From an optimization exercise on the open Yosys and OpenROAD flow, aimed at small area, a short achievable clock period and few clock cycles per item; shortcuts taken in it are not production practice.
RTL that was checked went through simulation tests only; none was proved equivalent to the original.
Power is estimated from default activity; no workload was simulated.

run A:
Design gpcf, start of the top module:
module gpcf (
    input  wire        clk,
    input  wire        rst,
    input  wire [4:0]  cfg_size,
    input  wire        cfg_white_sets,
    input  wire        cfg_reject_b2_bit3,
    input  wire        in_valid,
    output wire        in_ready,
    input  wire [2:0]  in_op,
    input  wire [31:0] in_data,
    input  wire [2:0]  in_kind,
    input  wire        in_seq,
    input  wire        in_ack,
    input  wire        in_colour,
    input  wire [7:0]  in_x,
    input  wire [7:0]  in_y,
    output reg         o_valid,
    output reg  [3:0]  o_ev,
    output reg  [1:0]  o_abort,
    output reg  [1:0]  o_status,
    output wire [7:0]  o_byte,
    output wire [31:0] o_frame,
    output wire [2:0]  o_kind,
    output wire [9:0]  o_value,
    output wire        o_seq,
    output wire        o_ack,
    output wire        o_colour,
    output wire [7:0]  o_x,
    output wire [7:0]  o_y
);
Settings: LEC_CHECK=0, CAP_MARGIN=20, CORE_MARGIN=2, CORE_UTILIZATION=40, SLEW_MARGIN=20; clock period 17.0 ns.
standard.sh (not shown) runs the stock make flow with config.mk's settings and CLKGATE_MAP_FILE= SYNTH_SCRIPT=/design/flow/synth_recipe.tcl, a recipe that flattens the netlist after the stock synthesis.
==> flow/flow/run.sh <==
#!/bin/bash
# Standard synthesis and layout, with smaller port buffers and timing
# repair aimed at a tighter setup slack than the constraint needs.
set -euo pipefail
export BUFFER_PORTS_ARGS="-buffer_cell sky130_fd_sc_hd__buf_2"
export SETUP_SLACK_MARGIN=12.4
bash standard.sh synth > synth.log 2>&1
bash standard.sh > layout.log 2>&1
Testbench counts of run A, summed over its fixed seeds: cycles 32,016, items 32,000.
diff inputs: run A => run B
==> flow/run.sh (new file) <==
#!/bin/bash
# synth_recipe.tcl (not shown) runs the flow's synth.tcl, then flattens the netlist and writes it again
# the make line also repeats each setting of config.mk as NAME=value (left out here)
make -C /OpenROAD-flow-scripts/flow DESIGN_CONFIG=/design/flow/config.mk WORK_HOME=/design/flow/orfs CLKGATE_MAP_FILE= SYNTH_SCRIPT=/design/flow/synth_recipe.tcl finish
removed: flow/flow/run.sh
removed: flow/standard.sh
Results
Diff run A -> run B: switching share of power shows a reduction of 3.4 points; critical path arrival went up 0.94 ns; clock network power about even. Compared with run A, in run B critical path depth has decreased; highest fanout seen on the critical path moved up; final core utilization went up; total number of vias shrank by 273; worst setup slack went down 1.15 ns. Sort run A and run B by synthesis-to-layout area growth desc -> top: run B. Run B ended up with sky130_fd_sc_hd__clkdlybuf4s50_1 as its cell with the biggest individual delay on the critical path; run A ended up with sky130_fd_sc_hd__or3_4. Timing-limited maximum frequency, run B vs run A: down by more than 10%.
diff inputs: run B => run C
==> flow/flow/run.sh (new file) <==
#!/bin/bash
# Standard synthesis and layout (the standard.sh), with single-drive
# port buffers and timing repair aimed beyond the constraint's slack.
set -euo pipefail
export BUFFER_PORTS_ARGS="-buffer_cell sky130_fd_sc_hd__buf_1"
export SETUP_SLACK_MARGIN=12.5
bash standard.sh synth > synth.log 2>&1
bash standard.sh > layout.log 2>&1
==> flow/standard.sh (new file) <==
#!/bin/bash
# synth_recipe.tcl (not shown) runs the flow's synth.tcl, then flattens the netlist and writes it again
# the make line also repeats each setting of config.mk as NAME=value (left out here)
make -C /OpenROAD-flow-scripts/flow DESIGN_CONFIG=/design/flow/config.mk WORK_HOME=/design/flow/orfs CLKGATE_MAP_FILE= SYNTH_SCRIPT=/design/flow/synth_recipe.tcl "${@:-finish}"
diff --git a/flow/config.mk b/flow/config.mk
--- a/flow/config.mk
+++ b/flow/config.mk
@@ -6,4 +6,5 @@
 export NUM_CORES = 4
 export LEC_CHECK = 0
+export ABC_AREA = 1
 export CAP_MARGIN = 20
 export CORE_MARGIN = 2
removed: flow/run.sh
Results
- When run C is measured against run B, its initial core utilization turns out 0.47 points lower.
- For run C, the termination of the worst setup path was cnt[0]$_SDFFE_PP0P_, unlike run B, where it was fb1[2]$_DFFE_PP_.
- Run C: overall track demand over capacity in global routing is 1.0 points lower than what run B reported.
- Run B -> run C: maximum VDD drop decreased by more than 10%
- [run C vs run B] power density over the cells: higher in run C
- Per the comparison of run C with run B, post-synthesis share of cell area spent on full adders, half adders and majority gates dropped 1.6 points; site row count dropped 2.0%; via count dropped 419; power dropped about 6.5%; register-to-register slack climbed 1.65 ns.

gpcf, a different RTL version from the one above (not shown whole).
Size: ~940 cells after synthesis, ~120 flip-flops, roughly 150 I/O pins, roughly 0.0073 mm^2 of cells after synthesis.
Design gpcf, start of the top module:
module gpcf (
    input  wire        clk,
    input  wire        rst,
    input  wire [4:0]  cfg_size,
    input  wire        cfg_white_sets,
    input  wire        cfg_reject_b2_bit3,
    input  wire        in_valid,
    output wire        in_ready,
    input  wire [2:0]  in_op,
    input  wire [31:0] in_data,
    input  wire [2:0]  in_kind,
    input  wire        in_seq,
    input  wire        in_ack,
    input  wire        in_colour,
    input  wire [7:0]  in_x,
    input  wire [7:0]  in_y,
    output reg         o_valid,
    output reg  [3:0]  o_ev,
    output reg  [1:0]  o_abort,
    output reg  [1:0]  o_status,
    output wire [7:0]  o_byte,
    output wire [31:0] o_frame,
    output wire [2:0]  o_kind,
    output wire [9:0]  o_value,
    output wire        o_seq,
    output wire        o_ack,
    output wire        o_colour,
    output wire [7:0]  o_x,
    output wire [7:0]  o_y
);
    localparam OP_RX_BYTE   = 3'd0;
    localparam OP_RX_END    = 3'd1;
    localparam OP_KILL      = 3'd2;
    localparam OP_TX_PACKET = 3'd3;
    localparam OP_TX_TALK   = 3'd4;
    localparam OP_PACK      = 3'd5;
  ...
==> flow/config.mk <==
export PLATFORM = sky130hd
export DESIGN_NAME = gpcf
export DESIGN_NICKNAME = gpcf
export VERILOG_FILES = /design/flow/design.v
export SDC_FILE = /design/flow/constraint.sdc
export NUM_CORES = 4
export LEC_CHECK = 0
export ABC_AREA = 1
export CAP_MARGIN = 20
export CORE_MARGIN = 2
export CORE_UTILIZATION = 70
export CTS_BUF_LIST = sky130_fd_sc_hd__clkbuf_8
export SLEW_MARGIN = 20
==> flow/constraint.sdc <==
create_clock -name core_clock -period 17.0 [get_ports {clk}]
set_input_delay 3.4000 -clock core_clock [delete_from_list [all_inputs] [get_ports {clk}]]
set_output_delay 3.4000 -clock core_clock [all_outputs]
set_load 0.01 [all_outputs]
==> flow/flow/run.sh <==
#!/bin/bash
# Standard synthesis and layout (the standard.sh), with single-drive
# port buffers and timing repair aimed beyond the constraint's slack.
set -euo pipefail
export BUFFER_PORTS_ARGS="-buffer_cell sky130_fd_sc_hd__buf_1"
export SETUP_SLACK_MARGIN=12.6
bash standard.sh synth > synth.log 2>&1
bash standard.sh > layout.log 2>&1
Then changed:
--- a/flow/flow/run.sh
+++ b/flow/flow/run.sh
@@ -6,0 +7 @@
+export CTS_ARGS="-sink_clustering_enable -repair_clock_nets -buf_list sky130_fd_sc_hd__clkbuf_4 -root_buf sky130_fd_sc_hd__clkbuf_16"
Result: Global-route usage came out lower by 0.13 points; worst hold slack improves by 0.0087 ns; area after synthesis is unchanged; sequential share of layout area came out higher by 0.47 points; total power came out lower by a few percent; non-clock buffer count stays the same; clock skew came out higher by 0.0044 ns; count of clock-buffer cells in the layout came out lower by 1; design area came out lower slightly; die area does not change; worst setup slack improves by 0.040 ns.
No run of this note included a check of the RTL's function; only the layout flow was run.

Setup of job 4016:
Another version of the RTL of gpcf (not shown whole).
Size in the first run: ~940 cells after synthesis, ~120 flip-flops, roughly 0.0072 sq mm of cells after synthesis.
==> flow/config.mk <==
export PLATFORM = sky130hd
export DESIGN_NAME = gpcf
export DESIGN_NICKNAME = gpcf
export VERILOG_FILES = /design/flow/design.v
export SDC_FILE = /design/flow/constraint.sdc
export NUM_CORES = 4
export LEC_CHECK = 0
export ABC_AREA = 1
export CAP_MARGIN = 20
export CORE_MARGIN = 2
export CORE_UTILIZATION = 70
export CTS_BUF_LIST = sky130_fd_sc_hd__clkbuf_8
export PLACE_DENSITY = 0.7
export SLEW_MARGIN = 20
==> flow/constraint.sdc <==
create_clock -name core_clock -period 17.0 [get_ports {clk}]
set_input_delay 3.4000 -clock core_clock [delete_from_list [all_inputs] [get_ports {clk}]]
set_output_delay 3.4000 -clock core_clock [all_outputs]
set_load 0.01 [all_outputs]
==> flow/flow/run.sh <==
#!/bin/bash
# Standard synthesis and layout (the standard.sh), with single-drive
# port buffers and timing repair aimed beyond the constraint's slack.
set -euo pipefail
export BUFFER_PORTS_ARGS="-buffer_cell sky130_fd_sc_hd__buf_1"
export SETUP_SLACK_MARGIN=12.6
bash standard.sh synth > synth.log 2>&1
bash standard.sh > layout.log 2>&1
Job 4016: done, clean on timing, DRC and antenna
Testbench counts of job 4016, summed over its fixed seeds: cycles 32,016, items 32,000.
--- input diff job 4016..job 1496 ---
- CORE_UTILIZATION changed from 70 to 80
- PLACE_DENSITY removed (was 0.7)
--- a/flow/flow/run.sh
+++ b/flow/flow/run.sh
@@ -6 +6 @@
-export SETUP_SLACK_MARGIN=12.6
+export SETUP_SLACK_MARGIN=12.5
Results
- Final cell area excluding filler cells grows slightly when moving from job 4016 to job 1496.
- Looking at slowest library cell on the worst path, the sky130_fd_sc_hd__edfxtp_1 result is from job 1496; the sky130_fd_sc_hd__dfxtp_4 one comes from job 4016.
- Job 1496 against job 4016: fraction of power consumed by combinational cells now smaller; via count of the first global-routing pass has increased; wire length of the first global-routing pass increased 3.3 mm; layout cell share with drive strength beyond 1 moved down; total die area lower.
Edits applied to the flow inputs when going from job 1496 to job 7338:
- changing CORE_UTILIZATION from 80 to 65
--- a/flow/flow/run.sh
+++ b/flow/flow/run.sh
@@ -6 +6 @@
-export SETUP_SLACK_MARGIN=12.5
+export SETUP_SLACK_MARGIN=12.6
Notes after the runs:
- Taking job 1496 as the reference, in job 7338 global-route wire length before repair went down by 12%; number of setup buffers added after CTS was more or less identical.
- The register-to-register slack of job 7338 was superior to that of job 1496.
- Job 7338 against job 1496: number of global-route vias before repair saw a decrease; total power went down 2.6%; estimated wirelength of the detail-placed design moved down.
- Of the two candidates, job 1496 has the worse minimum clock period after layout and job 7338 the better one.
Input changes introduced in job 5610 (baseline for comparison: job 7338):
- CORE_UTILIZATION now 70, was 65
--- a/flow/flow/run.sh
+++ b/flow/flow/run.sh
@@ -2,2 +2,4 @@
-# Standard synthesis and layout (the standard.sh), with single-drive
-# port buffers and timing repair aimed beyond the constraint's slack.
+# Standard synthesis (the standard.sh), its combinational logic re-mapped
+# for area under a delay target (registers untouched, see remap.tcl), then
+# the standard layout, with single-drive port buffers and timing repair
+# aimed beyond the constraint's slack.  Each tool logs to its own file here.
@@ -7,0 +10,6 @@
+export RESULTS=$PWD/orfs/results/sky130hd/gpcf/base
+export REMAP_DELAY_PS=${REMAP_DELAY_PS:-3800}
+if "$FLOW_HOME/../tools/install/yosys/bin/yosys" -c flow/remap.tcl > remap.log 2>&1 \
+   && [[ -s $RESULTS/1_2_yosys_remap.v ]]; then
+  cp "$RESULTS/1_2_yosys_remap.v" "$RESULTS/1_2_yosys.v"
+fi
==> flow/flow/remap.tcl (new file) <==
# Yosys: re-map the standard synthesis's combinational logic for area
# under a delay target.  Every register (and tie cell) stays the cell
# instance the standard synthesis made, under the same name.
yosys -import
set lib $::env(FLOW_HOME)/platforms/sky130hd/lib/sky130_fd_sc_hd__tt_025C_1v80.lib
set res $::env(RESULTS)

read_liberty -ignore_miss_func $lib
read_verilog $res/1_2_yosys.v
hierarchy -top gpcf
setattr -mod -set keep_hierarchy 1 sky130_fd_sc_hd__*df* sky130_fd_sc_hd__conb_*
flatten
opt_clean -purge
tee -o $res/remap_before.txt stat -liberty $lib

set d $::env(REMAP_DELAY_PS)
set script [open $res/remap.abc w]
puts $script "strash\ndch\nmap -D $d\ntopo\nstime -c\nbuffer -c\nupsize -c\ndnsize -c"
close $script
set constr [open $res/remap_abc.constr w]
puts $constr "set_driving_cell sky130_fd_sc_hd__buf_1"
puts $constr "set_load 5"
close $constr
abc -liberty $lib -dont_use *lpflow* -dont_use *probe* -constr $res/remap_abc.constr \
  -script $res/remap.abc -D $d
opt_clean -purge
splitnets
opt_clean -purge
hilomap -singleton -hicell sky130_fd_sc_hd__conb_1 HI -locell sky130_fd_sc_hd__conb_1 LO
insbuf -buf sky130_fd_sc_hd__buf_4 A X
opt_clean -purge
tee -o $res/remap_after.txt stat -liberty $lib
select gpcf
write_verilog -noattr -nohex -nodec -selected $res/1_2_yosys_remap.v
Notes after the runs:
Looking at capturing instance or port of the critical path, the o_frame[26] result is from job 7338; the r2_w[18]$_DFF_P_ one comes from job 5610. On routed wire length: job 5610 sits above job 7338. Summary of job 5610 over job 7338: global-route wire length before repair fell by about 2.6%, number of nets in the final layout shows no meaningful change.
## Diff of input files: job 1915 against job 5610
- CORE_UTILIZATION changed from 70 to 55
==> flow/flow/run.sh <==
#!/bin/bash
# Standard synthesis and layout (the standard.sh), with single-drive
# port buffers and timing repair aimed beyond the constraint's slack.
set -euo pipefail
export BUFFER_PORTS_ARGS="-buffer_cell sky130_fd_sc_hd__buf_1"
export SETUP_SLACK_MARGIN=12.5
bash standard.sh synth > synth.log 2>&1
bash standard.sh > layout.log 2>&1
removed: flow/flow/remap.tcl
### Flow results
Diff job 1915 and job 5610: total wire length higher in job 5610. In terms of hold slack, job 1915 and job 5610 differ only marginally. Proportion of total power due to net switching in job 1915 vs job 5610: down 0.92 points. The clock insertion delay at the later pin of the skew report on job 1915 is in line with that on job 5610. Job 5610 was routed with more vias than job 1915. Job 1915 ended up with oneg$_SDFF_PP0_ as its critical path launch point; job 5610 ended up with r1_w[0]$_DFF_P_. In job 1915 the setup fix buffers added after clock tree synthesis turned out 7 lower than in job 5610. In job 1915, the routing usage on met3 came out 1.7 points below the value in job 5610. Delta(sequential power, job 1915 - job 5610) > 0. Job 1915 falls short of job 5610 in maximum frequency. In job 1915, the met3 routed wirelength came out about 28% below the value in job 5610. For the final worst setup slack, job 1915 came in 0.031 ns lower than job 5610 did.

-- what the ideal ports hide --
No port has a modelled driver above. Below, the same layouts with a new extraction and two added sets of constraints. Step 1 sets driving cells, clkbuf_16 on the clock port and buf_2 on the other inputs (assumed; they add their load-dependent delay and slew). Step 2 adds t to the input delays and takes it off the output delays; t is the mean of the earliest and latest rising clock arrival at the registers after step 1. Input paths then give back, and output paths get back, about the clock's delay inside the block. Three values: ideal, step 1, step 2; two values: the first two.
run	t (ns)	slack for setup (ns)	hold WS [ns]	slew at the worst register clock pin (ns)
run A	0.468	12.313 / 12.313 / 12.012	0.328 / 0.328 / 0.328	0.07 / 0.07
run B	0.466	11.166 / 11.187 / 10.722	0.325 / 0.325 / 0.325	0.06 / 0.06
run C	0.461	12.453 / 12.456 / 11.996	0.324 / 0.324 / 0.324	0.06 / 0.06
the first run of note 2	0.471	12.621 / 12.584 / 12.275	0.331 / 0.331 / 0.331	0.09 / 0.09
the second run of note 2	0.404	12.661 / 12.627 / 12.393	0.339 / 0.339 / 0.339	0.12 / 0.12
job 4016	0.474	12.632 / 12.595 / 12.348	0.328 / 0.328 / 0.328	0.08 / 0.08
job 1496	0.467	12.483 / 12.483 / 12.201	0.323 / 0.323 / 0.323	0.09 / 0.09
job 7338	0.472	12.629 / 12.596 / 12.295	0.326 / 0.326 / 0.326	0.07 / 0.07
job 5610	0.468	12.613 / 12.585 / 12.245	0.330 / 0.330 / 0.330	0.09 / 0.09
job 1915	0.471	12.583 / 12.545 / 12.242	0.330 / 0.330 / 0.330	0.08 / 0.08
After both steps every run listed still meets setup and hold. The setup slack of run C, which loses most, moves by +0.003 ns with the drivers and by -0.457 ns with both steps.
